Source: an optimization exercise on an open RTL-to-GDS flow (aim: small area, a short achievable clock period and few clock cycles per item). Production flows keep margins and buffers that such runs may drop.
Where RTL was checked, it was by simulation tests only, not by an equivalence proof against the original.
No functional check of the RTL was part of run 3.

==> flow/design.v (outline; a module is shown in full before it is edited, if it fits) <==
// module pfx_add: 28 lines
// module pfx_gt: 18 lines
// module lzc27: 32 lines
// module fp_norm_round: 31 lines
// module lzc27s: 9 lines
// module fp_sum_round: 22 lines
// module cpa48_hi: 35 lines
// module fp_mul_round: 37 lines
// module mul24_tree: 1587 lines
// module booth24_enc: 17 lines
// module fa: 4 lines
// module shr27s: 16 lines
// module shr27k: 10 lines
// module sub_cla: 30 lines
// module fp_padd_front: 42 lines
// module fp_pair_front: 30 lines
// module fft_butterfly: 411 lines
module fft_butterfly (
    input  wire        clk,
    input  wire        rst,
    input  wire        in_valid,
    output wire        in_ready,
    input  wire [31:0] ur,
    input  wire [31:0] ui,
    input  wire [31:0] vr,
    input  wire [31:0] vi,
    input  wire [31:0] wr,
    input  wire [31:0] wi,
    output reg         out_valid,
    output reg  [31:0] our,
    output reg  [31:0] oui,
    output reg  [31:0] ovr,
    output reg  [31:0] ovi
);
  // ...
==> flow/flow/run.sh <==
#!/bin/bash
# The standard layout, with every port buffered by a buf_4 instead of the
# flow's default port buffer (a delay cell).  The make run's full output goes
# to flow_make.log in the folder this runs in.
set -euo pipefail
export BUFFER_PORTS_ARGS="-buffer_cell sky130_fd_sc_hd__buf_4"
bash standard.sh > flow_make.log 2>&1
==> flow/standard.sh <==
#!/bin/bash
# synth_recipe.tcl (not shown) runs the flow's synth.tcl, then flattens the netlist and writes it again
# the make line also repeats each setting of config.mk as NAME=value (left out here)
make -C /OpenROAD-flow-scripts/flow DESIGN_CONFIG=/design/flow/config.mk WORK_HOME=/design/flow/orfs CLKGATE_MAP_FILE= SYNTH_SCRIPT=/design/flow/synth_recipe.tcl "${@:-finish}"
==> flow/config.mk <==
export PLATFORM = sky130hd
export DESIGN_NAME = fft_butterfly
export DESIGN_NICKNAME = fft_butterfly
export VERILOG_FILES = /design/flow/design.v
export SDC_FILE = /design/flow/constraint.sdc
export NUM_CORES = 8
export LEC_CHECK = 0
export CAP_MARGIN = 20
export CORE_MARGIN = 2
export CORE_UTILIZATION = 55
export SETUP_SLACK_MARGIN = 0.5
export SLEW_MARGIN = 20
==> flow/constraint.sdc <==
create_clock -name core_clock -period 20.0 [get_ports {clk}]
set_input_delay 4.0000 -clock core_clock [delete_from_list [all_inputs] [get_ports {clk}]]
set_output_delay 4.0000 -clock core_clock [all_outputs]
set_load 0.01 [all_outputs]
==> summary.txt, run 1 <==
Status -> complete, no violations
Pre-CTS setup slack -> 13.95 ns
Ports -> 325
DIE WIDTH -> 548 um
Drt wl/cell -> 25.1 um
Num CTS Buffers -> 215
Yosys reg bits -> 1971
Inverters, non-clock -> 1616
Worst hold stages -> 0
Initial antenna violation count -> 24
Simple-gate portion of the synthesized area -> 0.127
M1 WL -> 223000 um
Register Area -> 42900 um2
Post-layout util -> 0.597
Gr ovfl total -> 0
Die height -> 548 um
Placed Cells -> 21515
Share of cells above drive strength 1 -> 0.0905
H-tree levels -> 4
Final Cycle Share -> 0.271
Crit Path Class -> reg2out
Post-synth EDFFs -> 344
Die ar. -> 300000 um2
1st-pass router iterations -> 10
CP top delay family -> flip-flops
Synth area leader -> dfxtp_1
FF-to-FF setup slack -> 14.58 ns
GRT Total Usage -> 0.357
Vias in the first global route -> 132288
Critical Path AT -> 1.43 ns
Synth Area per Inst -> 8.88 um2
GRT met2 Usage -> 0.564
Hold_sp -> s3_ur[19]$_DFF_P_
Testbench counts, summed over its fixed seeds: cycles 32,080, items 32,000.
==> run 2: changes to the inputs <==
==> flow/flow/run.sh (replaced) <==
#!/bin/bash
# The standard layout, with every port buffered by a buf_4 instead of the
# flow's default port buffer (a delay cell), and the flip-flops that drive the
# output ports given drive 4 after placement (flow/upsize_io.tcl).  The make
# run's full output goes to flow_make.log in the folder this runs in.
set -euo pipefail
export BUFFER_PORTS_ARGS="-buffer_cell sky130_fd_sc_hd__buf_4"
export POST_RESIZE_TCL="$PWD/flow/upsize_io.tcl"
bash standard.sh > flow_make.log 2>&1
==> flow/flow/upsize_io.tcl (new file) <==
# Give the flip-flops that drive output ports (through their port buffer)
# a stronger drive.
set n 0
set block [ord::get_db_block]
foreach bt [$block getBTerms] {
  if {[$bt getIoType] ne "OUTPUT"} { continue }
  set net [$bt getNet]
  if {$net eq "NULL"} { continue }
  foreach it [$net getITerms] {
    if {![$it isOutputSignal]} { continue }
    set buf [$it getInst]
    if {![string match "*buf*" [[$buf getMaster] getName]]} { continue }
    foreach bi [$buf getITerms] {
      if {![$bi isInputSignal]} { continue }
      set n2 [$bi getNet]
      if {$n2 eq "NULL"} { continue }
      foreach d [$n2 getITerms] {
        if {![$d isOutputSignal]} { continue }
        set ff [$d getInst]
        if {[[$ff getMaster] getName] eq "sky130_fd_sc_hd__dfxtp_1"} {
          replace_cell [$ff getName] sky130_fd_sc_hd__dfxtp_4
          incr n
        }
      }
    }
  }
}
puts "upsize_io: resized $n output flip-flops"
==> run 2 against run 1 <==
  * Still clean on timing, DRC and antenna
  * Final area increased by 0.25%
  * Sequential share of layout area increased by 0.22 points
  * Non-clock buffer count unchanged
  * Critical path depth increased by 9
  * Global-route usage increased by 0.087 points
  * Worst hold slack got worse by 0.0011 ns
  * Fmax decreased by 0.64%
  * Flip-flop and latch count unchanged
  * Largest cell class unchanged
  * Highest routed layer unchanged
==> summary.txt, run 2 <==
Vias in the first global route -> 132869 (+0.44%)
Share of cells above drive strength 1 -> 0.0968 (+0.00629)
Final Cycle Share -> 0.273 (+0.00174)
Max Cap Violations -> 0
Worst slew margin -> 0.180
Max frequency -> 183 MHz
Via Count -> 136506
Ports -> 325 (unchanged)
CP max FO -> 36
Pin count of the biggest net entering global routing -> 83
# DRC -> 0
Initial antenna violation count -> 19 (-21%)
Yosys reg bits -> 1971 (unchanged)
Num CTS Buffers -> 215 (unchanged)
Detail Route Antenna Nets -> 0
Vias per cell -> 6.22
Initial core utilization -> 0.553
WHS Endpoint -> s3_ui[11]$_DFF_P_
Synth area leader -> dfxtp_1
Root Buffer -> clkbuf_16
Die height -> 548 um (unchanged)
Worst slew pin tran -> 1.23 ns
DIE WIDTH -> 548 um (unchanged)
Reg2reg start -> s0_m[47]$_DFFE_PP_
Gr ovfl total -> 0 (unchanged)
Drt wl/cell -> 25.2 um (+0.33%)
I/O Buffers -> 324
Top Registers -> s1_ra (144), s1_rb (144), sp_n (104)
Fin cells -> 21934
Worst hold slack -> 0.320 ns
Routability Congestion -> 0.972
Pre-CTS setup slack -> 13.97 ns (+0.0196 ns)
Min-delay worst type -> reg2reg
Commonest cells after routing, fill and taps aside -> inv_1 (1591), dfxtp_1 (1490), nand2_1 (1408)
CP required -> 20.80 ns
Top-area cell type share of the netlist area -> 0.200
Post-synthesis cell area -> 163000 um2
Dpl cell area -> 169000 um2
CTS tree -> built
GRT Total Usage -> 0.358 (+0.000868)
FF-to-FF setup slack -> 14.54 ns (-0.04 ns)
Worst hold stages -> 0 (unchanged)
Hold_sp -> s2_ui[11]$_DFF_P_
Synth unique cells -> 109
Crit Path Class -> reg2reg
Syn Inst Count -> 18296
Die ar. -> 300000 um2 (unchanged)
Clk pin slew, worst setup/hold paths -> 0.07 ns
Commonest non-fill, non-tap cell in the layout -> inv_1
Cell Rows -> 199
H-tree levels -> 4 (unchanged)
Clock Latency Late Sink -> 0.95 ns
Area Growth Syn to Fin -> 8.33%
Most frequent cells after synthesis -> dfxtp_1 (1627), inv_1 (1592), nand2_1 (1409)
Ys flop type -> dfxtp_1
Status -> complete, no violations
Part of the Yosys area used for sequential elements -> 0.264
Critical Path AT -> 6.26 ns (+4.83 ns)
Ys Warns -> 3
R2r endpoint -> s1_rb[49]$_DFF_P_
Count leader, synth -> dfxtp_1
Post-CTS Setup Inserts -> 0
Synth Area per Inst -> 8.88 um2 (unchanged)
Worst setup SP type -> register
Final setup viols -> 0
Clk buf depth -> 4
Clock sinks -> 1971
1st-pass router iterations -> 9 (-1)
Post-CTS sizing -> 0
Async SR Flop Fraction -> 0
Hold_buf cts -> 0
Area contributors post-synth -> dfxtp_1 (20%), fa_1 (13%), edfxtp_1 (6.4%)
Final min period -> 5.46 ns
Final WL -> 552000 um
Syn nets -> 20405
First DRT Iteration DRCs -> 14734
Placed Cells -> 21515 (unchanged)
Unrepaired setup endpoints after global routing -> no
Worst Clk Skew -> 0.0708 ns
Fin. Hold Viols -> 0
Final Max Tran Viols -> 0
Post-route worst setup slack -> 14.54 ns
First-pass GRT wire length -> 831000 um
Core Footprint -> 294000 um2
HPWL Detailed -> 397000 um
Post-route cell area -> 176000 um2
R2R cell count -> 10
Post-synth EDFFs -> 344 (unchanged)
Setup TNS -> 0 ns
Critical Path Sink Type -> register
Final nets -> 19923
run 2: cell type report:
type                            instances  area, um2
Fill cell                           26405     118000
Clock buffer                          294       6170
Multi-Input combinational cell      13333     109000
Timing Repair Buffer                  677       5100
Tap cell                             3919       4900
Sequential cell                      1971      43400
Antenna cell                           19       47.5
Inverter                             1616       6070
Clock inverter                        105       1220
run 2: logic make-up after synthesis:
| family | Yosys count | share of synthesized area |
|---|---|---|
| AOI/OAI and AO/OA | 4348 | 0.180 |
| DFF | 1971 | 0.264 |
| xor gates and xnor gates | 1892 | 0.102 |
| and+or+nand+nor | 4379 | 0.127 |
| buffers and inverters | 2992 | 0.0695 |
| muxes | 800 | 0.0596 |
| adders and majority gates | 1914 | 0.198 |
run 2: worst max-delay path by stage:
stage	start	to	slack, ns	depth (start not counted)
after global placement	vi[4]	slow$_SDFF_PP0_	14.00	8
final	s0_m[47]$_DFFE_PP_	s1_rb[49]$_DFF_P_	14.54	10
after detailed placement	wi[22]	slow$_SDFF_PP0_	13.97	8
after floorplan	vr[26]	slow$_SDFF_PP0_	14.61	7
after global routing	s0_m[47]$_DFFE_PP_	s1_rb[52]$_DFF_P_	14.37	12
after CTS	ovr[17]$_SDFF_PP0_	ovr[17]	14.55	1
run 2: metal layers:
layer	wire length, um	vias to the layer above	GRT usage
li1	-	62498	-
met2	249000	6807	0.566
met3	46600	1602	0.0592
met5	104	-	0.00142
met1	224000	65589	0.470
met4	32400	10	0.187
run 2: worst max-delay path: stages, from the launching register on:
cell,delay (ns)
edfxtp_1,0.86
buf_4,0.61
inv_1,0.20
nor2_4,0.89
xor2_1,0.24
fa_1,0.47
fa_1,0.46
fa_1,0.52
fa_1,0.54
inv_1,0.05
fa_1,0.47
run 2: per-stage QoR:
stage	utilization
floorplan	-
global placement	0.572
detailed placement	0.573
CTS	0.598
global route	0.599
finish	0.599
==> module fft_butterfly, before the edit <==
module fft_butterfly (
    input  wire        clk,
    input  wire        rst,
    input  wire        in_valid,
    output wire        in_ready,
    input  wire [31:0] ur,
    input  wire [31:0] ui,
    input  wire [31:0] vr,
    input  wire [31:0] vi,
    input  wire [31:0] wr,
    input  wire [31:0] wi,
    output reg         out_valid,
    output reg  [31:0] our,
    output reg  [31:0] oui,
    output reg  [31:0] ovr,
    output reg  [31:0] ovi
);
    localparam [31:0] QNAN = 32'h7FC00000;
    integer k;
    genvar gi;
    reg         rdy;                     
    reg         slow;                    
    reg         s0_valid;
    reg  [31:0] s0_ur, s0_ui;
    reg  [3:0]  s0_s;
    reg  [35:0] s0_e;
    reg  [95:0] s0_m;
    wire        front_idle;              
    assign in_ready = rdy;
    wire [127:0] op_in = {vi, vr, wi, wr};
    wire [3:0]   small_in, op_ez, op_shift;
    generate for (gi = 0; gi < 4; gi = gi + 1) begin : g_op
        wire [31:0] x = op_in[32*gi +: 32];
        wire [23:0] m = s0_m[24*gi +: 24];
        assign op_ez[gi]    = x[30:23] == 8'h00;
        assign small_in[gi] = ~x[30] & ~x[29] & (x[28:0] != 29'd0);
        assign op_shift[gi] = ~m[23] & (m[22:0] != 23'd0);
    end endgenerate
    wire s0_ok = ~(|op_shift);
    always @(posedge clk) begin
        for (k = 0; k < 4; k = k + 1) begin
            if (~slow) begin
                s0_s[k]          <= op_in[32*k+31];
                s0_e[9*k +: 9]   <= {1'b0, op_in[32*k+24 +: 7], op_in[32*k+23] | op_ez[k]};
                s0_m[24*k +: 24] <= {~op_ez[k], op_in[32*k +: 23]};
            end else if (op_shift[k]) begin
                s0_e[9*k +: 9]   <= s0_e[9*k +: 9] - 9'd1;
                s0_m[24*k +: 24] <= {s0_m[24*k +: 23], 1'b0};
            end
        end
        if (rst) begin
            rdy      <= 1'b1;
            slow     <= 1'b0;
            s0_valid <= 1'b0;
        end else if (~slow) begin
            rdy      <= ~(|small_in);
            slow     <= |small_in;
            s0_valid <= in_valid;
        end else begin
            rdy      <= front_idle;
            slow     <= ~front_idle;
            s0_valid <= s0_valid & ~s0_ok;
        end
        if (~slow) begin
            s0_ur   <= ur;
            s0_ui   <= ui;
        end
    end
    wire [3:0]  op_z, op_i, op_n;
    wire [95:0] op_tz;
    generate for (gi = 0; gi < 4; gi = gi + 1) begin : g_cls
        wire [23:0] m = s0_m[24*gi +: 24];
        wire is255 = s0_e[9*gi +: 9] == 9'd255;
        assign op_z[gi] = ~m[23];
        assign op_i[gi] = is255 & (m[22:0] == 23'd0);
        assign op_n[gi] = is255 & (m[22:0] != 23'd0);
        wire [23:0] z;
        assign z[0] = 1'b1;
        genvar j;
        for (j = 1; j < 24; j = j + 1) begin : g_z
            assign z[j] = ~(|m[j-1:0]);
        end
        assign op_tz[24*gi +: 24] = z;
    end endgenerate
    wire [51:0] b_one, b_two, b_neg;
    generate for (gi = 0; gi < 4; gi = gi + 1) begin : g_enc
        booth24_enc u_enc (.y(s0_m[24*gi +: 24]), .one(b_one[13*gi +: 13]),
                           .two(b_two[13*gi +: 13]), .neg(b_neg[13*gi +: 13]));
    end endgenerate
    wire [191:0] a_ra, a_rb;
    wire [3:0]   a_c12;
    wire [39:0]  a_eab;
    wire [3:0]   a_st22, a_s, a_n, a_i, a_fz;
    generate for (gi = 0; gi < 4; gi = gi + 1) begin : g_pa
        localparam integer WI = (gi == 0 || gi == 2) ? 0 : 1;
        localparam integer VI = (gi == 0 || gi == 3) ? 2 : 3;
        wire [8:0] ew = s0_e[9*WI +: 9];
        wire [8:0] ev = s0_e[9*VI +: 9];
        localparam integer EI = (gi == 0) ? 0 : (gi == 1) ? 1 : (gi == 2) ? 3 : 2;
        localparam integer XI = (gi == 0) ? 2 : (gi == 1) ? 3 : (gi == 2) ? 0 : 1;
        mul24_tree u_tree (
            .x(s0_m[24*XI +: 24]),
            .one(b_one[13*EI +: 13]),
            .two(b_two[13*EI +: 13]),
            .neg(b_neg[13*EI +: 13]),
            .ra(a_ra[48*gi +: 48]), .rb(a_rb[48*gi +: 48]));
        pfx_gt #(.W(12), .L(4)) u_c12 (.a(a_ra[48*gi +: 12]), .b(~a_rb[48*gi +: 12]), .gt(a_c12[gi]));
        wire [9:0] eab = {ew[8], ew} + {ev[8], ev} - 10'd127;
        wire [23:0] zw = op_tz[24*WI +: 24];
        wire [23:0] zv = op_tz[24*VI +: 24];
        wire [22:0] zz;
        genvar j2;
        for (j2 = 0; j2 <= 22; j2 = j2 + 1) begin : g_zz
            assign zz[j2] = zw[j2] & zv[22-j2];
        end
        wire nan  = op_n[WI] | op_n[VI] | (op_i[WI] & op_z[VI]) | (op_z[WI] & op_i[VI]);
        wire inf  = (op_i[WI] | op_i[VI]) & ~nan;
        assign a_eab[10*gi +: 10] = eab;
        assign a_st22[gi] = ~(|zz);
        assign a_s[gi]    = s0_s[WI] ^ s0_s[VI];
        assign a_fz[gi]   = op_z[WI] | op_z[VI] | op_i[WI] | op_i[VI] | op_n[WI] | op_n[VI] |
                            ($signed(eab) < -10'sd25);
        assign a_n[gi]    = nan;
        assign a_i[gi]    = inf;
    end endgenerate
    reg          s1_valid;
    reg  [143:0] s1_ra, s1_rb;
    reg  [3:0]   s1_c12;
    reg  [39:0]  s1_eab;
    reg  [3:0]   s1_st22, s1_s, s1_n, s1_i, s1_fz;
    reg  [31:0]  s1_ur, s1_ui;
    always @(posedge clk) begin
        s1_valid <= ~rst & s0_valid & s0_ok;
        s1_c12   <= a_c12;
        for (k = 0; k < 4; k = k + 1) begin
            s1_ra[36*k +: 36] <= a_ra[48*k+12 +: 36];
            s1_rb[36*k +: 36] <= a_rb[48*k+12 +: 36];
        end
        s1_eab   <= a_eab;
        s1_st22  <= a_st22;
        s1_s     <= a_s;
        s1_fz    <= a_fz;
        s1_n     <= a_n;
        s1_i     <= a_i;
        s1_ur    <= s0_ur;
        s1_ui    <= s0_ui;
    end
    wire [103:0] p_n;
    generate for (gi = 0; gi < 4; gi = gi + 1) begin : g_pp
        cpa48_hi u_cpa (.a(s1_ra[36*gi +: 36]), .b(s1_rb[36*gi +: 36]), .c12(s1_c12[gi]),
                        .n(p_n[26*gi +: 26]));
    end endgenerate
    reg          sp_valid;
    reg  [103:0] sp_n;
    reg  [39:0]  sp_eab;
    reg  [3:0]   sp_st, sp_s, sp_n_, sp_i;
    reg  [31:0]  sp_ur, sp_ui;
    reg          sp_hold;
    wire [3:0]   sp_need, sp_more, ld_need;
    wire [39:0]  ld_eab;
    wire [103:0] ld_n;
    generate for (gi = 0; gi < 4; gi = gi + 1) begin : g_sn
        wire [9:0] e  = sp_eab[10*gi +: 10];
        wire [9:0] el = s1_eab[10*gi +: 10];
        assign sp_need[gi] = e[9] | (e == 10'd0);
        assign sp_more[gi] = e[9];                     
        assign ld_eab[10*gi +: 10] = s1_fz[gi] ? 10'd1 : el;
        assign ld_need[gi] = ~s1_fz[gi] & (el[9] | (el == 10'd0));
        assign ld_n[26*gi +: 26] = s1_fz[gi] ? 26'd0 : p_n[26*gi +: 26];
    end endgenerate
    assign front_idle = ~s0_valid & ~s1_valid & ~sp_hold;
    always @(posedge clk) begin
        sp_valid <= ~rst & (s1_valid | sp_hold);
        sp_hold  <= ~rst & (sp_hold ? (|sp_more) : (s1_valid & (|ld_need)));
        if (sp_hold) begin
            for (k = 0; k < 4; k = k + 1)
                if (sp_need[k]) begin
                    sp_n[26*k +: 26]  <= {1'b0, sp_n[26*k+1 +: 25]};
                    sp_st[k]          <= sp_st[k] | sp_n[26*k];
                    sp_eab[10*k +: 10] <= sp_eab[10*k +: 10] + 10'd1;
                end
        end else begin
            sp_n    <= ld_n;
            sp_eab  <= ld_eab;
            sp_st   <= s1_st22;
        end
        sp_s    <= s1_s;
        sp_n_   <= s1_n;
        sp_i    <= s1_i;
        sp_ur   <= s1_ur;
        sp_ui   <= s1_ui;
    end
    wire [35:0] b_e;
    wire [91:0] b_f;
    wire [3:0]  b_h, b_i;
    generate for (gi = 0; gi < 4; gi = gi + 1) begin : g_pb
        wire ovf;
        fp_mul_round u_rnd (
            .n(sp_n[26*gi +: 26]), .eab(sp_eab[10*gi +: 10]), .st(sp_st[gi]),
            .e9(b_e[9*gi +: 9]), .h(b_h[gi]), .f(b_f[23*gi +: 23]), .ovf(ovf));
        assign b_i[gi] = sp_i[gi] | (~sp_n_[gi] & ovf);
    end endgenerate
    reg         s2_valid;
    reg  [3:0]  s2_s, s2_h, s2_i, s2_n;
    reg  [35:0] s2_e;
    reg  [91:0] s2_f;
    reg  [31:0] s2_ur, s2_ui;
    always @(posedge clk) begin
        s2_valid <= ~rst & sp_valid & ~sp_hold;
        s2_s     <= sp_s;
        s2_e     <= b_e;
        s2_h     <= b_h;
        s2_f     <= b_f;
        s2_n     <= sp_n_;
        s2_i     <= b_i;
        s2_ur    <= sp_ur;
        s2_ui    <= sp_ui;
    end
    wire [53:0] c_mx, c_mz;
    wire [15:0] c_fr;
    wire [1:0]  c_es, c_sign, c_zsign, c_nan, c_inf, c_infs;
    generate for (gi = 0; gi < 2; gi = gi + 1) begin : g_pc
        localparam integer A = (gi == 0) ? 0 : 2;
        localparam integer B = (gi == 0) ? 1 : 3;
        fp_padd_front u_add (
            .a_s(s2_s[A]), .a_e(s2_e[9*A +: 9]), .a_h(s2_h[A]), .a_f(s2_f[23*A +: 23]),
            .a_i(s2_i[A]), .a_n(s2_n[A]),
            .b_s(s2_s[B]), .b_e(s2_e[9*B +: 9]), .b_h(s2_h[B]), .b_f(s2_f[23*B +: 23]),
            .b_i(s2_i[B]), .b_n(s2_n[B]),
            .sub(gi == 0 ? 1'b1 : 1'b0),
            .mx_al(c_mx[27*gi +: 27]), .mz_al(c_mz[27*gi +: 27]), .eff_sub(c_es[gi]),
            .fr(c_fr[8*gi +: 8]), .sign(c_sign[gi]),
            .zsign(c_zsign[gi]), .nan(c_nan[gi]), .inf(c_inf[gi]), .inf_s(c_infs[gi]));
    end endgenerate
    reg         s3_valid;
    reg  [53:0] s3_mx, s3_mz;
    reg  [15:0] s3_fr;
    reg  [1:0]  s3_es, s3_sign, s3_zsign, s3_nan, s3_inf, s3_infs;
    reg  [31:0] s3_ur, s3_ui;
    always @(posedge clk) begin
        s3_valid <= ~rst & s2_valid;
        s3_mx    <= c_mx;
        s3_mz    <= c_mz;
        s3_es    <= c_es;
        s3_fr    <= c_fr;
        s3_sign  <= c_sign;
        s3_zsign <= c_zsign;
        s3_nan   <= c_nan;
        s3_inf   <= c_inf;
        s3_infs  <= c_infs;
        s3_ur    <= s2_ur;
        s3_ui    <= s2_ui;
    end
    wire [55:0] c2_sum;
    wire [9:0]  c2_lz;
    wire [1:0]  c2_zero;
    generate for (gi = 0; gi < 2; gi = gi + 1) begin : g_pc2
        wire [26:0] b = s3_mz[27*gi +: 27] ^ {27{s3_es[gi]}};
        wire        co;
        wire [26:0] sm;
        pfx_add #(.W(27), .L(5)) u_add (.a(s3_mx[27*gi +: 27]), .b(b), .ci(s3_es[gi]), .s(sm), .co(co));
        assign c2_sum[28*gi +: 28] = {co & ~s3_es[gi], sm};
        assign c2_zero[gi] = ~(co & ~s3_es[gi]) & (sm == 27'd0);
        lzc27s u_lzc (.x(sm), .f(s3_fr[8*gi +: 8]), .sh(c2_lz[5*gi +: 5]));
    end endgenerate
    reg         s4_valid;
    reg  [55:0] s4_sum;
    reg  [9:0]  s4_lz;
    reg  [1:0]  s4_zero;
    reg  [15:0] s4_fr;
    reg  [1:0]  s4_sign, s4_zsign, s4_nan, s4_inf, s4_infs;
    reg  [31:0] s4_ur, s4_ui;
    always @(posedge clk) begin
        s4_valid <= ~rst & s3_valid;
        s4_sum   <= c2_sum;
        s4_lz    <= c2_lz;
        s4_zero  <= c2_zero;
        s4_fr    <= s3_fr;
        s4_sign  <= s3_sign;
        s4_zsign <= s3_zsign;
        s4_nan   <= s3_nan;
        s4_inf   <= s3_inf;
        s4_infs  <= s3_infs;
        s4_ur    <= s3_ur;
        s4_ui    <= s3_ui;
    end
    wire [63:0] d_t;
    generate for (gi = 0; gi < 2; gi = gi + 1) begin : g_pd
        wire [31:0] y;
        fp_norm_round u_rnd (.s(s4_sum[28*gi +: 28]), .sh(s4_lz[5*gi +: 5]), .zero(s4_zero[gi]),
                             .f(s4_fr[8*gi +: 8]),
                             .sign(s4_sign[gi]), .zsign(s4_zsign[gi]), .y(y));
        assign d_t[32*gi +: 32] = s4_nan[gi] ? QNAN :
                                  s4_inf[gi] ? {s4_infs[gi], 8'hFF, 23'd0} : y;
    end endgenerate
    reg         s5_valid;
    reg  [63:0] s5_t;
    reg  [31:0] s5_ur, s5_ui;
    reg  [1:0]  s5_tnz, s5_unz;
    always @(posedge clk) begin
        s5_valid <= ~rst & s4_valid;
        s5_t     <= d_t;
        s5_tnz   <= {d_t[62:55] != 8'h00, d_t[30:23] != 8'h00};
        s5_unz   <= {s4_ui[30:23] != 8'h00, s4_ur[30:23] != 8'h00};
        s5_ur    <= s4_ur;
        s5_ui    <= s4_ui;
    end
    wire [53:0] e_mx, e_mz;
    wire [15:0] e_fr;
    wire [1:0]  e_xu, e_su, e_st, e_an, e_ai, e_ais, e_dn, e_di, e_dis;
    generate for (gi = 0; gi < 2; gi = gi + 1) begin : g_pe
        wire [31:0] u = (gi == 0) ? s5_ur : s5_ui;
        wire [31:0] t = s5_t[32*gi +: 32];
        fp_pair_front u_front (.u(u), .u_nz(s5_unz[gi]), .t(t), .t_nz(s5_tnz[gi]), .mx(e_mx[27*gi +: 27]), .mz_al(e_mz[27*gi +: 27]),
                               .fr(e_fr[8*gi +: 8]), .x_is_u(e_xu[gi]));
        wire u255 = u[30:23] == 8'hFF;
        wire t255 = t[30:23] == 8'hFF;
        wire nu = u255 & (u[22:0] != 23'd0);
        wire nt = t255 & (t[22:0] != 23'd0);
        wire iu = u255 & (u[22:0] == 23'd0);
        wire it = t255 & (t[22:0] == 23'd0);
        assign e_su[gi]  = u[31];
        assign e_st[gi]  = t[31];
        assign e_an[gi]  = nu | nt | (iu & it & (u[31] != t[31]));
        assign e_ai[gi]  = iu | it;
        assign e_ais[gi] = iu ? u[31] : t[31];
        assign e_dn[gi]  = nu | nt | (iu & it & (u[31] == t[31]));
        assign e_di[gi]  = iu | it;
        assign e_dis[gi] = iu ? u[31] : ~t[31];
    end endgenerate
    reg         s6_valid;
    reg  [53:0] s6_mx, s6_mz;
    reg  [15:0] s6_fr;
    reg  [1:0]  s6_xu, s6_su, s6_st, s6_an, s6_ai, s6_ais, s6_dn, s6_di, s6_dis;
    always @(posedge clk) begin
        s6_valid <= ~rst & s5_valid;
        s6_mx    <= e_mx;
        s6_mz    <= e_mz;
        s6_fr    <= e_fr;
        s6_xu    <= e_xu;
        s6_su    <= e_su;
        s6_st    <= e_st;
        s6_an    <= e_an;
        s6_ai    <= e_ai;
        s6_ais   <= e_ais;
        s6_dn    <= e_dn;
        s6_di    <= e_di;
        s6_dis   <= e_dis;
    end
    wire [55:0] e2_sum;
    wire [53:0] e2_dif;
    wire [9:0]  e2_lz;
    wire [1:0]  e2_zero;
    generate for (gi = 0; gi < 2; gi = gi + 1) begin : g_pe2
        wire [26:0] mx = s6_mx[27*gi +: 27];
        wire [26:0] mz = s6_mz[27*gi +: 27];
        wire [26:0] sm, df;
        wire        cs, cd;
        pfx_add #(.W(27), .L(5)) u_sum (.a(mx), .b(mz),  .ci(1'b0), .s(sm), .co(cs));
        pfx_add #(.W(27), .L(5)) u_dif (.a(mx), .b(~mz), .ci(1'b1), .s(df), .co(cd));
        assign e2_sum[28*gi +: 28] = {cs, sm};
        assign e2_dif[27*gi +: 27] = df;
        assign e2_zero[gi] = df == 27'd0;
        lzc27s u_lzc (.x(df), .f(s6_fr[8*gi +: 8]), .sh(e2_lz[5*gi +: 5]));
    end endgenerate
    reg         s7_valid;
    reg  [55:0] s7_sum;
    reg  [53:0] s7_dif;
    reg  [9:0]  s7_lz;
    reg  [1:0]  s7_zero;
    reg  [15:0] s7_fr;
    reg  [1:0]  s7_xu, s7_su, s7_st, s7_an, s7_ai, s7_ais, s7_dn, s7_di, s7_dis;
    always @(posedge clk) begin
        s7_valid <= ~rst & s6_valid;
        s7_sum   <= e2_sum;
        s7_dif   <= e2_dif;
        s7_lz    <= e2_lz;
        s7_zero  <= e2_zero;
        s7_fr    <= s6_fr;
        s7_xu    <= s6_xu;
        s7_su    <= s6_su;
        s7_st    <= s6_st;
        s7_an    <= s6_an;
        s7_ai    <= s6_ai;
        s7_ais   <= s6_ais;
        s7_dn    <= s6_dn;
        s7_di    <= s6_di;
        s7_dis   <= s6_dis;
    end
    wire [63:0] f_add, f_sub;
    generate for (gi = 0; gi < 2; gi = gi + 1) begin : g_pf
        wire [31:0] ys, yd;
        wire        su = s7_su[gi];
        fp_sum_round  u_ps (.s(s7_sum[28*gi +: 28]), .f(s7_fr[8*gi +: 8]), .sign(su), .y(ys));
        fp_norm_round u_pd (.s({1'b0, s7_dif[27*gi +: 27]}), .sh(s7_lz[5*gi +: 5]), .zero(s7_zero[gi]),
                            .f(s7_fr[8*gi +: 8]),
                            .sign(s7_xu[gi] ? su : ~su), .zsign(1'b0), .y(yd));
        wire eq = su == s7_st[gi];
        wire [31:0] ya = eq ? ys : yd;      
        wire [31:0] yb = eq ? yd : ys;      
        assign f_add[32*gi +: 32] = s7_an[gi] ? QNAN : s7_ai[gi] ? {s7_ais[gi], 8'hFF, 23'd0} : ya;
        assign f_sub[32*gi +: 32] = s7_dn[gi] ? QNAN : s7_di[gi] ? {s7_dis[gi], 8'hFF, 23'd0} : yb;
    end endgenerate
    always @(posedge clk) begin
        out_valid <= ~rst & s7_valid;
        our <= f_add[31:0];
        oui <= f_add[63:32];
        ovr <= f_sub[31:0];
        ovi <= f_sub[63:32];
    end
endmodule
==> run 3: changes to the inputs <==
--- a/flow/design.v
+++ b/flow/design.v
@@ -1976,13 +1976,16 @@
     wire        front_idle;              
     assign in_ready = rdy;
     wire [127:0] op_in = {vi, vr, wi, wr};
-    wire [3:0]   small_in, op_ez, op_shift;
+    wire [3:0]   small_in, sub_in, op_ez, op_shift;
+    reg  [3:0]   s0_sub;                 
+    reg  [3:0]   s0_zh;                  
     generate for (gi = 0; gi < 4; gi = gi + 1) begin : g_op
         wire [31:0] x = op_in[32*gi +: 32];
         wire [23:0] m = s0_m[24*gi +: 24];
         assign op_ez[gi]    = x[30:23] == 8'h00;
         assign small_in[gi] = ~x[30] & ~x[29] & (x[28:0] != 29'd0);
-        assign op_shift[gi] = ~m[23] & (m[22:0] != 23'd0);
+        assign sub_in[gi]   = op_ez[gi] & (x[28:0] != 29'd0);
+        assign op_shift[gi] = s0_zh[gi] & s0_sub[gi];
     end endgenerate
     wire s0_ok = ~(|op_shift);
     always @(posedge clk) begin
@@ -1991,7 +1994,10 @@
                 s0_s[k]          <= op_in[32*k+31];
                 s0_e[9*k +: 9]   <= {1'b0, op_in[32*k+24 +: 7], op_in[32*k+23] | op_ez[k]};
                 s0_m[24*k +: 24] <= {~op_ez[k], op_in[32*k +: 23]};
+                s0_zh[k]         <= op_ez[k];
+                s0_sub[k]        <= sub_in[k];
             end else if (op_shift[k]) begin
+                s0_zh[k]         <= ~s0_m[24*k+22];
                 s0_e[9*k +: 9]   <= s0_e[9*k +: 9] - 9'd1;
                 s0_m[24*k +: 24] <= {s0_m[24*k +: 23], 1'b0};
             end
@@ -2019,7 +2025,7 @@
     generate for (gi = 0; gi < 4; gi = gi + 1) begin : g_cls
         wire [23:0] m = s0_m[24*gi +: 24];
         wire is255 = s0_e[9*gi +: 9] == 9'd255;
-        assign op_z[gi] = ~m[23];
+        assign op_z[gi] = s0_zh[gi];
         assign op_i[gi] = is255 & (m[22:0] == 23'd0);
         assign op_n[gi] = is255 & (m[22:0] != 23'd0);
         wire [23:0] z;
==> run 3 against run 2 <==
  * Area after synthesis rose by 0.64%
  * Non-clock buffer count rose by 14
  * First-iteration DRC count fell by 0.35%
  * Core utilization fell by 0.064 points
  * Register-to-register slack got worse by 0.19 ns
  * Critical path type unchanged
  * Highest routed layer unchanged
  * Flip-flop and latch count rose by 8
==> summary.txt, run 3 <==
Top Registers -> s1_ra (144), s1_rb (144), sp_n (104)
Core Footprint -> 296000 um2 (+0.76%)
Post-route worst setup slack -> 14.35 ns (-0.193 ns)
HPWL Detailed -> 384000 um (-3.3%)
Final nets -> 20157 (+1.2%)
CP max FO -> 33 (-8.3%)
Most frequent cells after synthesis -> dfxtp_1 (1627), inv_1 (1595), nand2_1 (1443)
Max frequency -> 177 MHz (-3.4%)
Commonest cells after routing, fill and taps aside -> inv_1 (1594), dfxtp_1 (1489), nand2_1 (1440)
Initial antenna violation count -> 15 (-4)
Ports -> 325 (unchanged)
Post-synth EDFFs -> 352 (+2.3%)
First-pass GRT wire length -> 818000 um (-1.6%)
Yosys reg bits -> 1979 (+0.41%)
Routability Congestion -> 0.962 (-1.1%)
DIE WIDTH -> 549 um (+0.32%)
CP required -> 20.85 ns (+0.05 ns)
First DRT Iteration DRCs -> 14682 (-0.35%)
Top-area cell type share of the netlist area -> 0.199 (-0.00127)
Min-delay worst type -> reg2reg
Pre-CTS setup slack -> 13.97 ns (-0.000200 ns)
Vias in the first global route -> 132981 (+0.084%)
Num CTS Buffers -> 217 (+0.93%)
Synth unique cells -> 121 (+11%)
Clock sinks -> 1979 (+0.41%)
Share of cells above drive strength 1 -> 0.0970 (+0.000217)
Worst Clk Skew -> 0.0755 ns (+0.00467 ns)
Worst setup SP type -> register
Clk buf depth -> 4 (unchanged)
Clock Latency Late Sink -> 0.94 ns (about the same)
Status -> complete, no violations
Clk pin slew, worst setup/hold paths -> 0.06 ns (about the same)
Setup TNS -> 0 ns (unchanged)
Reg2reg start -> s0_m[18]$_DFFE_PP_
Final Max Tran Viols -> 0 (unchanged)
Post-CTS sizing -> 0 (unchanged)
Critical Path Sink Type -> register
Part of the Yosys area used for sequential elements -> 0.264 (about the same)
Drt wl/cell -> 24.3 um (-3.6%)
Final Cycle Share -> 0.283 (+0.00966)
1st-pass router iterations -> 9 (unchanged)
Area Growth Syn to Fin -> 8.34% (about the same)
Ys Warns -> 3 (unchanged)
Post-layout util -> 0.598 (-0.000644)
Fin. Hold Viols -> 0 (unchanged)
Initial core utilization -> 0.552 (-0.000664)
Root Buffer -> clkbuf_16
Die height -> 549 um (+0.32%)
# DRC -> 0 (unchanged)
Final WL -> 538000 um (-2.5%)
Crit Path Class -> reg2reg
CTS tree -> built
Post-synthesis cell area -> 164000 um2 (+0.64%)
Commonest non-fill, non-tap cell in the layout -> inv_1
Critical Path AT -> 6.50 ns (+0.24 ns)
Synth area leader -> dfxtp_1
Syn Inst Count -> 18490 (+1.1%)
Via Count -> 136914 (+0.30%)
Vias per cell -> 6.17 (-0.80%)
Die ar. -> 302000 um2 (+0.63%)
Detail Route Antenna Nets -> 0 (unchanged)
Final setup viols -> 0 (unchanged)
Unrepaired setup endpoints after global routing -> no
GRT Total Usage -> 0.347 (-0.0103)
Hold_buf cts -> 0 (unchanged)
Filler instances -> 26521 (+0.44%)
Synth Area per Inst -> 8.85 um2 (-0.42%)
I/O Buffers -> 324 (unchanged)
Pin count of the biggest net entering global routing -> 83 (unchanged)
CP startpoint -> s0_m[18]$_DFFE_PP_
Worst slew pin tran -> 1.17 ns (-0.0608 ns)
Hold_sp -> s1_n[3]$_DFF_P_
H-tree levels -> 4 (unchanged)
Cell Rows -> 200 (+0.50%)
Area contributors post-synth -> dfxtp_1 (20%), fa_1 (13%), edfxtp_1 (6.5%)
Worst slew margin -> 0.220 (+0.0406)
Max Cap Violations -> 0 (unchanged)
Gr ovfl total -> 0 (unchanged)
Post-CTS Setup Inserts -> 0 (unchanged)
Count leader, synth -> dfxtp_1
Async SR Flop Fraction -> 0 (unchanged)
Final min period -> 5.65 ns (+0.193 ns)
Ys flop type -> dfxtp_1
Syn nets -> 20599 (+0.95%)
run 3: changes by cell type after synthesis, moves of 34 or more:
| cell | before | now |
|---|---|---|
| buf_1 | 227 | 192 |
| o21ai_0 | 659 | 695 |
| mux2_2 | 252 | 203 |
| buf_2 | 25 | 60 |
| a22o_1 | 199 | 135 |
| a21oi_1 | 823 | 931 |
| nor2_1 | 1133 | 1189 |
| nand2_1 | 1409 | 1443 |
| a22oi_1 | 1082 | 1117 |
run 3: metrics by stage:
step                      std cells  hold slack [ns]  instance area, um2
after floorplan               18490            0.310              164000
after global placement        21766            0.310              169000
after detailed placement      21768            0.312              170000
after CTS                     22173            0.264              177000
after global routing          22174            0.253              177000
final                         22176            0.255              177000
run 3: logic make-up (layout without fill, tap and decap cells):
logic type / count (synthesis) / after routing / share of synthesized area
AND/OR/NAND/NOR: 4504 / 4504 / 0.130
XOR/XNOR: 1901 / 1901 / 0.102
multiplexers: 770 / 770 / 0.0568
other: 0 / 3 / 0
adder cells (fa/ha/maj): 1914 / 1914 / 0.197
AO/OA/AOI/OAI: 4447 / 4447 / 0.182
flip-flops: 1979 / 1979 / 0.264
buffers and inverters: 2975 / 2719 / 0.0691
run 3: final timing paths:
kind / endpoint / slack, ns / cells past startpoint
min reg2reg: sp_n_[3]$_DFF_P_ / 0.25 / 0
max: s1_rb[14]$_DFF_P_ / 14.35 / 12
min: sp_n_[3]$_DFF_P_ / 0.25 / 0
max reg2reg: s1_rb[14]$_DFF_P_ / 14.35 / 12
run 3: final cells by class:
cell class              count  area, um2  area share
multi-input cells       13536     110000       0.620
flip-flops and latches   1979      43600       0.246
inverters                1623       6100      0.0344
clock buffers             278       6060      0.0342
repair buffers            691       5190      0.0293
well taps                3939       4930      0.0278
clock inverters           127       1470     0.00827
diodes                      3       7.51   0.0000424
run 3: layer usage:
| layer | global-route usage | up-vias | wire length, um |
|---|---|---|---|
| met5 | 0 | - | 25 |
| met3 | 0.0596 | 1267 | 47900 |
| met2 | 0.539 | 6693 | 238000 |
| met1 | 0.473 | 65746 | 226000 |
| met4 | 0.160 | 4 | 26500 |
| li1 | - | 63204 | - |
run 3: worst max-delay path, stage by stage, from the launching register on:
cell and delay, ns:
edfxtp_1 0.35, buf_4 0.31, ha_1 0.26, nor2b_1 0.66
clkinv_1 0.75, buf_4 0.45, xnor2_1 0.26, fa_1 0.47
fa_1 0.45, fa_1 0.53, fa_1 0.51, inv_1 0.05
fa_1 0.52
==> run 4: changes to the inputs <==
--- a/flow/design.v
+++ b/flow/design.v
@@ -2036,11 +2036,19 @@
         end
         assign op_tz[24*gi +: 24] = z;
     end endgenerate
-    wire [51:0] b_one, b_two, b_neg;
-    generate for (gi = 0; gi < 4; gi = gi + 1) begin : g_enc
-        booth24_enc u_enc (.y(s0_m[24*gi +: 24]), .one(b_one[13*gi +: 13]),
-                           .two(b_two[13*gi +: 13]), .neg(b_neg[13*gi +: 13]));
+    reg  [25:0] s0_one, s0_two, s0_neg;
+    wire [25:0] n_one, n_two, n_neg;
+    generate for (gi = 0; gi < 2; gi = gi + 1) begin : g_enc
+        wire [23:0] m_next = ~slow        ? {~op_ez[gi], op_in[32*gi +: 23]} :
+                             op_shift[gi] ? {s0_m[24*gi +: 23], 1'b0} : s0_m[24*gi +: 24];
+        booth24_enc u_enc (.y(m_next), .one(n_one[13*gi +: 13]),
+                           .two(n_two[13*gi +: 13]), .neg(n_neg[13*gi +: 13]));
     end endgenerate
+    always @(posedge clk) begin
+        s0_one <= n_one;
+        s0_two <= n_two;
+        s0_neg <= n_neg;
+    end
     wire [191:0] a_ra, a_rb;
     wire [3:0]   a_c12;
     wire [39:0]  a_eab;
@@ -2050,13 +2058,11 @@
         localparam integer VI = (gi == 0 || gi == 3) ? 2 : 3;
         wire [8:0] ew = s0_e[9*WI +: 9];
         wire [8:0] ev = s0_e[9*VI +: 9];
-        localparam integer EI = (gi == 0) ? 0 : (gi == 1) ? 1 : (gi == 2) ? 3 : 2;
-        localparam integer XI = (gi == 0) ? 2 : (gi == 1) ? 3 : (gi == 2) ? 0 : 1;
         mul24_tree u_tree (
-            .x(s0_m[24*XI +: 24]),
-            .one(b_one[13*EI +: 13]),
-            .two(b_two[13*EI +: 13]),
-            .neg(b_neg[13*EI +: 13]),
+            .x(s0_m[24*VI +: 24]),
+            .one(s0_one[13*WI +: 13]),
+            .two(s0_two[13*WI +: 13]),
+            .neg(s0_neg[13*WI +: 13]),
             .ra(a_ra[48*gi +: 48]), .rb(a_rb[48*gi +: 48]));
         pfx_gt #(.W(12), .L(4)) u_c12 (.a(a_ra[48*gi +: 12]), .b(~a_rb[48*gi +: 12]), .gt(a_c12[gi]));
         wire [9:0] eab = {ew[8], ew} + {ev[8], ev} - 10'd127;
==> flow/flow/run.sh (replaced) <==
#!/bin/bash
# The standard layout, with every port buffered by a buf_4 instead of the
# flow's default port buffer (a delay cell).  The make run's full output goes
# to flow_make.log in the folder this runs in.
set -euo pipefail
export BUFFER_PORTS_ARGS="-buffer_cell sky130_fd_sc_hd__buf_4"
bash standard.sh > flow_make.log 2>&1
removed: flow/flow/upsize_io.tcl
==> run 4 against run 3 <==
  * Still clean
  * Fmax up 3.9%
  * Via count down 0.37%
  * Flip-flop and latch count up 68
  * Area after synthesis about the same
  * Cell count down 0.97%
  * Final area down 0.83%
  * Critical path type is now reg2out
  * Critical endpoint is now our[20]
==> summary.txt, run 4 <==
Clk buf depth -> 4 (unchanged)
Ys Warns -> 3 (unchanged)
Top-area cell type share of the netlist area -> 0.213 (+0.0143)
Worst setup SP type -> register
Largest family of logic cells by synthesized area -> adder cells
Synth area leader -> dfxtp_1
Simple-gate portion of the synthesized area -> 0.126 (-0.00439)
Unrepaired setup endpoints after global routing -> no
Async SR Flop Fraction -> 0 (unchanged)
Fin. Hold Viols -> 0 (unchanged)
Critical Path AT -> 1.44 ns (-5.06 ns)
Grt peak-use layer -> met2
Syn nets -> 20483 (-0.56%)
Synth unique cells -> 121 (unchanged)
Via Count -> 136412 (-0.37%)
Area Growth Syn to Fin -> 7.48%
First-pass GRT wire length -> 830000 um (+1.5%)
Final min period -> 5.44 ns (-0.212 ns)
Vias per cell -> 6.21 (+0.60%)
Min-delay worst type -> reg2reg
Die height -> 549 um (about the same)
Mux contribution to synthesized area -> 0.0558 (-0.00103)
Synth Area per Inst -> 8.89 um2 (+0.48%)
Part of the Yosys area used for sequential elements -> 0.269 (+0.00548)
Clk pin slew, worst setup/hold paths -> 0.06 ns (about the same)
Final nets -> 19909 (-1.2%)
Xor and xnor fraction of the mapped netlist area -> 0.107 (+0.00496)
Most frequent cells after synthesis -> dfxtp_1 (1743), inv_1 (1565), nand2_1 (1446)
GRT Total Usage -> 0.355 (+0.00768)
I/O Buffers -> 324 (unchanged)
Routability Congestion -> 0.951 (-1.1%)
Worst slew pin tran -> 1.30 ns (+0.126 ns)
Ports -> 325 (unchanged)
Setup TNS -> 0 ns (unchanged)
# DRC -> 0 (unchanged)
Post-synth EDFFs -> 304 (-14%)
Cell Rows -> 200 (unchanged)
Post-CTS Setup Inserts -> 0 (unchanged)
1st-pass router iterations -> 7 (-2)
Commonest cells after routing, fill and taps aside -> dfxtp_1 (1666), inv_1 (1564), nand2_1 (1445)
CP max FO -> 1 (-97%)
Clock Latency Late Sink -> 0.94 ns (about the same)
Die ar. -> 302000 um2 (about the same)
Post-CTS sizing -> 0 (unchanged)
Root Buffer -> clkbuf_16
Initial antenna violation count -> 17 (+2)
Worst slew margin -> 0.136 (-0.0841)
Vias in the first global route -> 132003 (-0.74%)
Crit Path Class -> reg2out
HPWL Detailed -> 385000 um (+0.35%)
Adder-cell share of the synthesized area -> 0.195 (-0.00162)
Post-synthesis cell area -> 163000 um2 (about the same)
Final Cycle Share -> 0.272 (-0.0106)
Drt wl/cell -> 25.0 um (+2.9%)
Post-route cell area -> 176000 um2 (-0.83%)
First DRT Iteration DRCs -> 14904 (+1.5%)
Max Cap Violations -> 0 (unchanged)
Synth Area in Compound Gates -> 0.178 (-0.00363)
Hold_buf cts -> 0 (unchanged)
Gr ovfl total -> 0 (unchanged)
Share of cells above drive strength 1 -> 0.0840 (-0.0130)
Worst Clk Skew -> 0.0665 ns (-0.00900 ns)
Pin count of the biggest net entering global routing -> 99 (+19%)
Global-route track usage on met3 -> 0.0753 (+0.0158)
Bufs and invs on worst path -> 1 (-3)
Max frequency -> 184 MHz (+3.9%)
Syn Inst Count -> 18396 (-0.51%)
Area contributors post-synth -> dfxtp_1 (21%), fa_1 (13%), ha_1 (6.1%)
Top Registers -> s1_ra (144), s1_rb (144), sp_n (104)
Grt met1 use -> 0.485 (+0.0124)
Yosys reg bits -> 2047 (+3.4%)
Detail Route Antenna Nets -> 0 (unchanged)
H-tree levels -> 4 (unchanged)
Commonest non-fill, non-tap cell in the layout -> dfxtp_1
Final setup viols -> 0 (unchanged)
Status -> complete, no violations
DIE WIDTH -> 549 um (about the same)
Clock sinks -> 2047 (+3.4%)
Ys flop type -> dfxtp_1
Final Max Tran Viols -> 0 (unchanged)
Initial core utilization -> 0.552 (about the same)
CP required -> 16.00 ns (-4.85 ns)
Final WL -> 548000 um (+1.9%)
CTS tree -> built
Num CTS Buffers -> 226 (+4.1%)
GRT met2 Usage -> 0.549 (+0.0103)
Core Footprint -> 296000 um2 (unchanged)
Critical Path Sink Type -> output pin
CP top delay family -> flip-flops
Count leader, synth -> dfxtp_1
CP cell instances -> buf_4
CP peak stage delay -> 0.36 ns (-0.39 ns)
Dpl cell area -> 168000 um2 (-1.0%)
Crit-path slowest cell -> dfxtp_1
==> run 4: metrics by stage <==
step	worst slack, ns	hold WS (ns)	util	instances
floorplan	14.80	0.310	-	18396
global placement	13.89	0.310	0.567	21532
detailed placement	14.00	0.312	0.567	21532
CTS	14.47	0.293	0.593	21954
global route	14.25	0.303	0.593	21956
finish	14.56	0.292	0.593	21962
==> run 4: path summary, 6_finish.rpt <==
path,start,to,slack (ns),cells after the start
worst max-delay path,our[20]$_SDFF_PP0_,our[20],14.56,1
worst min-delay path,sp_s[1]$_DFF_P_,s2_s[1]$_DFF_P_,0.29,0
worst max register to register,s2_e[27]$_SDFF_PP0_,s3_mx[27]$_SDFF_PN0_,14.64,23
worst min register to register,sp_s[1]$_DFF_P_,s2_s[1]$_DFF_P_,0.29,0
==> run 4: final cells by class <==
class | count | area [um2]
antenna | 7 | 17.5
sequential | 2047 | 44200
clock buffer | 286 | 6240
clock inverter | 136 | 1470
tap | 3939 | 4930
inverter | 1590 | 5970
timing repair buffer | 595 | 4470
fill | 26732 | 121000
multi-input combinational | 13362 | 108000
==> run 4: per-layer routing <==
| metal | share of wire | wire length [um] |
|---|---|---|
| met1 | 0.42 | 230000 |
| met4 | 0.044 | 24200 |
| met3 | 0.098 | 53800 |
| met5 | 0.000062 | 34 |
| met2 | 0.44 | 241000 |
==> run 4: logic make-up after synthesis <==
kind of cell | after synthesis
buffers and inverters | 2987
AOI/OAI and AO/OA | 4357
xor gates and xnor gates | 1989
DFF | 2047
and+or+nand+nor | 4372
muxes | 752
adders and majority gates | 1892
Testbench counts of run 4, summed over its fixed seeds: cycles 32,080, items 32,000.
==> run 5: changes to the inputs <==
--- a/flow/config.mk
+++ b/flow/config.mk
@@ -7,6 +7,7 @@
 export LEC_CHECK = 0
 export CAP_MARGIN = 20
 export CORE_MARGIN = 2
-export CORE_UTILIZATION = 55
+export CORE_UTILIZATION = 65
+export PLACE_DENSITY = 0.72
 export SETUP_SLACK_MARGIN = 0.5
 export SLEW_MARGIN = 20
==> run 5 against run 4 <==
  * Cell count down 2.8%
  * Core utilization up 10 points
  * Clock skew increased by 0.024 ns
  * Critical path type unchanged
  * Critical endpoint is now ovr[29]
==> summary.txt, run 5 <==
Cell Rows -> 184 (-8.0%)
Final nets -> 19901 (-0.040%)
Syn nets -> 20483 (unchanged)
Ys Warns -> 3 (unchanged)
Crit-path slowest cell -> dfxtp_1
CP max FO -> 1 (unchanged)
Die height -> 506 um (-8.0%)
Worst hold stages -> 0 (unchanged)
Worst setup SP type -> register
Top Registers -> s1_ra (144), s1_rb (144), sp_n (104)
Synth unique cells -> 121 (unchanged)
R2R cell count -> 23 (unchanged)
Post-synthesis cell area -> 163000 um2 (unchanged)
Crit Path Class -> reg2out
Gr ovfl total -> 0 (unchanged)
Synth Area per Inst -> 8.89 um2 (unchanged)
Clk pin slew, worst setup/hold paths -> 0.07 ns (about the same)
Drt wl/cell -> 24.3 um (-2.7%)
Clk buf depth -> 3 (-1)
Post-synth EDFFs -> 304 (unchanged)
Post-CTS sizing -> 0 (unchanged)
Reg2reg start -> s2_e[27]$_SDFF_PP0_
Detail Route Antenna Nets -> 0 (unchanged)
Final min period -> 5.49 ns (+0.0505 ns)
Area contributors post-synth -> dfxtp_1 (21%), fa_1 (13%), ha_1 (6.1%)
CP top delay family -> flip-flops
Pin count of the biggest net entering global routing -> 102 (+3.0%)
Commonest cells after routing, fill and taps aside -> dfxtp_1 (1667), inv_1 (1564), nand2_1 (1445)
Clock sinks -> 2047 (unchanged)
Ports -> 325 (unchanged)
Yosys reg bits -> 2047 (unchanged)
Unrepaired setup endpoints after global routing -> no
Area Growth Syn to Fin -> 6.92%
Num CTS Buffers -> 208 (-8.0%)
Final setup viols -> 0 (unchanged)
Part of the Yosys area used for sequential elements -> 0.269 (unchanged)
Core Footprint -> 251000 um2 (-15%)
# DRC -> 0 (unchanged)
Initial core utilization -> 0.652 (+0.100)
Ys flop type -> dfxtp_1
HPWL Detailed -> 359000 um (-6.7%)
Root Buffer -> clkbuf_16
Post-CTS Setup Inserts -> 0 (unchanged)
First DRT Iteration DRCs -> 17536 (+18%)
Bufs and invs on worst path -> 1 (unchanged)
Critical Path AT -> 1.49 ns (+0.05 ns)
Fin. Hold Viols -> 0 (unchanged)
Status -> complete, no violations
CP peak stage delay -> 0.42 ns (+0.06 ns)
Post-route worst setup slack -> 14.51 ns (-0.0505 ns)
R2r endpoint -> s3_mx[27]$_SDFF_PN0_
Worst slew pin tran -> 1.17 ns (-0.124 ns)
Top-area cell type share of the netlist area -> 0.213 (unchanged)
GRT Total Usage -> 0.396 (+0.0409)
I/O Buffers -> 324 (unchanged)
CP cell instances -> buf_4
Syn Inst Count -> 18396 (unchanged)
CTS tree -> built
Commonest non-fill, non-tap cell in the layout -> dfxtp_1
Final WL -> 519000 um (-5.4%)
Max frequency -> 182 MHz (-0.92%)
Async SR Flop Fraction -> 0 (unchanged)
Initial antenna violation count -> 15 (-2)
Share of cells above drive strength 1 -> 0.0832 (-0.000810)
Critical Path Sink Type -> output pin
Pre-CTS setup slack -> 13.96 ns (-0.0362 ns)
Most frequent cells after synthesis -> dfxtp_1 (1743), inv_1 (1565), nand2_1 (1446)
WHS Endpoint -> sp_ui[20]$_DFF_P_
Setup TNS -> 0 ns (unchanged)
Final Max Tran Viols -> 0 (unchanged)
Synth area leader -> dfxtp_1
First-pass GRT wire length -> 799000 um (-3.7%)
H-tree levels -> 4 (unchanged)
DIE WIDTH -> 506 um (-8.0%)
CP required -> 16.00 ns (about the same)
Clock Latency Late Sink -> 0.91 ns (-0.03 ns)
1st-pass router iterations -> 8 (+1)
Die ar. -> 256000 um2 (-15%)
Min-delay worst type -> reg2reg
Routability Congestion -> 0.974 (+2.4%)
Max Cap Violations -> 0 (unchanged)
Vias in the first global route -> 135694 (+2.8%)
Hold_sp -> s1_ui[20]$_DFF_P_
Via Count -> 138881 (+1.8%)
Worst slew margin -> 0.215 (+0.0790)
Final Cycle Share -> 0.275 (+0.00253)
Hold_buf cts -> 0 (unchanged)
Worst Clk Skew -> 0.0907 ns (+0.0243 ns)
Count leader, synth -> dfxtp_1
FF-to-FF setup slack -> 14.73 ns (+0.09 ns)
Vias per cell -> 6.50 (+4.7%)
Post-layout util -> 0.697 (+0.104)
run 5: cell counts after synthesis:
No cell type changed its count.
run 5: final cells by class:
| type | instances | area, um2 |
|---|---|---|
| Timing Repair Buffer | 605 | 4540 |
| Tap cell | 3348 | 4190 |
| Multi-Input combinational cell | 13362 | 108000 |
| Inverter | 1590 | 5970 |
| Clock buffer | 278 | 6000 |
| Sequential cell | 2047 | 44200 |
| Clock inverter | 117 | 1510 |
| Antenna cell | 9 | 22.5 |
| Fill cell | 20286 | 75900 |
run 5: kinds of logic (layout without fill, tap and decap cells):
logic type	count (synthesis)	count (layout)	synth area share
xor+xnor	1989	1989	0.107
mux	752	752	0.0558
simple gates	4372	4372	0.126
fa+ha+maj	1892	1892	0.195
other cells	0	9	0
buf+inv	2987	2590	0.0694
flops	2047	2047	0.269
compound gates	4357	4357	0.178
run 5: worst max-delay path by stage:
stage | depth (start not counted) | slack (ns) | start | end
2_1_floorplan | 4 | 14.80 | vi[26] | s0_m[95]$_DFFE_PP_
3_3_place_gp | 7 | 14.01 | vr[22] | slow$_SDFF_PP0_
3_5_place_dp | 7 | 13.96 | vr[22] | slow$_SDFF_PP0_
4_1_cts | 1 | 14.42 | ovr[29]$_SDFF_PP1_ | ovr[29]
5_1_grt | 23 | 14.29 | s2_e[27]$_SDFF_PP0_ | s3_mx[27]$_SDFF_PN0_
6_report | 1 | 14.51 | ovr[29]$_SDFF_PP1_ | ovr[29]
run 5: per-layer routing:
metal	share of wire	up-vias	track usage
met4	0.058	12	0.195
met5	0.00012	-	0.00169
met2	0.44	8588	0.611
met3	0.12	1981	0.105
met1	0.38	65894	0.514
li1	-	62406	-
run 5: metrics by stage:
stage	instance area, um2	std cells	hold WS (ns)
floorplan	163000	18396	0.310
global placement	167000	20952	0.309
detailed placement	167000	20952	0.312
CTS	175000	21347	0.304
global route	175000	21350	0.302
finish	175000	21356	0.298

[what the ideal ports hide]
The results above use ideal ports. As a check the final layouts listed here were re-extracted and re-timed, cells and wires unchanged. Step 1: set_driving_cell puts a clkbuf_16 on clk and a buf_2 on each other input, an assumption about the parent block. Step 2 times the ports against the registers' clock, not the clock port: input delays grow and output delays shrink by t, the midpoint of the rising clock arrivals with the driver on. Three values: ideal, step 1, step 2; two values: the first two.
| run | t, ns | setup slack, ns | hold WS [ns] |
|---|---|---|---|
| run 1 | 1.022 | 14.574 / 14.463 / 14.019 | 0.321 / 0.321 / 0.321 |
| run 2 | 1.027 | 14.539 / 14.487 / 13.952 | 0.320 / 0.320 / 0.320 |
| run 3 | 1.019 | 14.346 / 14.346 / 13.920 | 0.255 / 0.255 / 0.255 |
| run 4 | 1.023 | 14.558 / 14.448 / 14.040 | 0.292 / 0.292 / 0.292 |
| run 5 | 0.987 | 14.507 / 14.391 / 14.009 | 0.298 / 0.298 / 0.298 |
After both steps setup and hold are still met in every run listed. The setup slack of run 2, which loses most, moves by -0.052 ns with the drivers and by -0.587 ns with both steps.
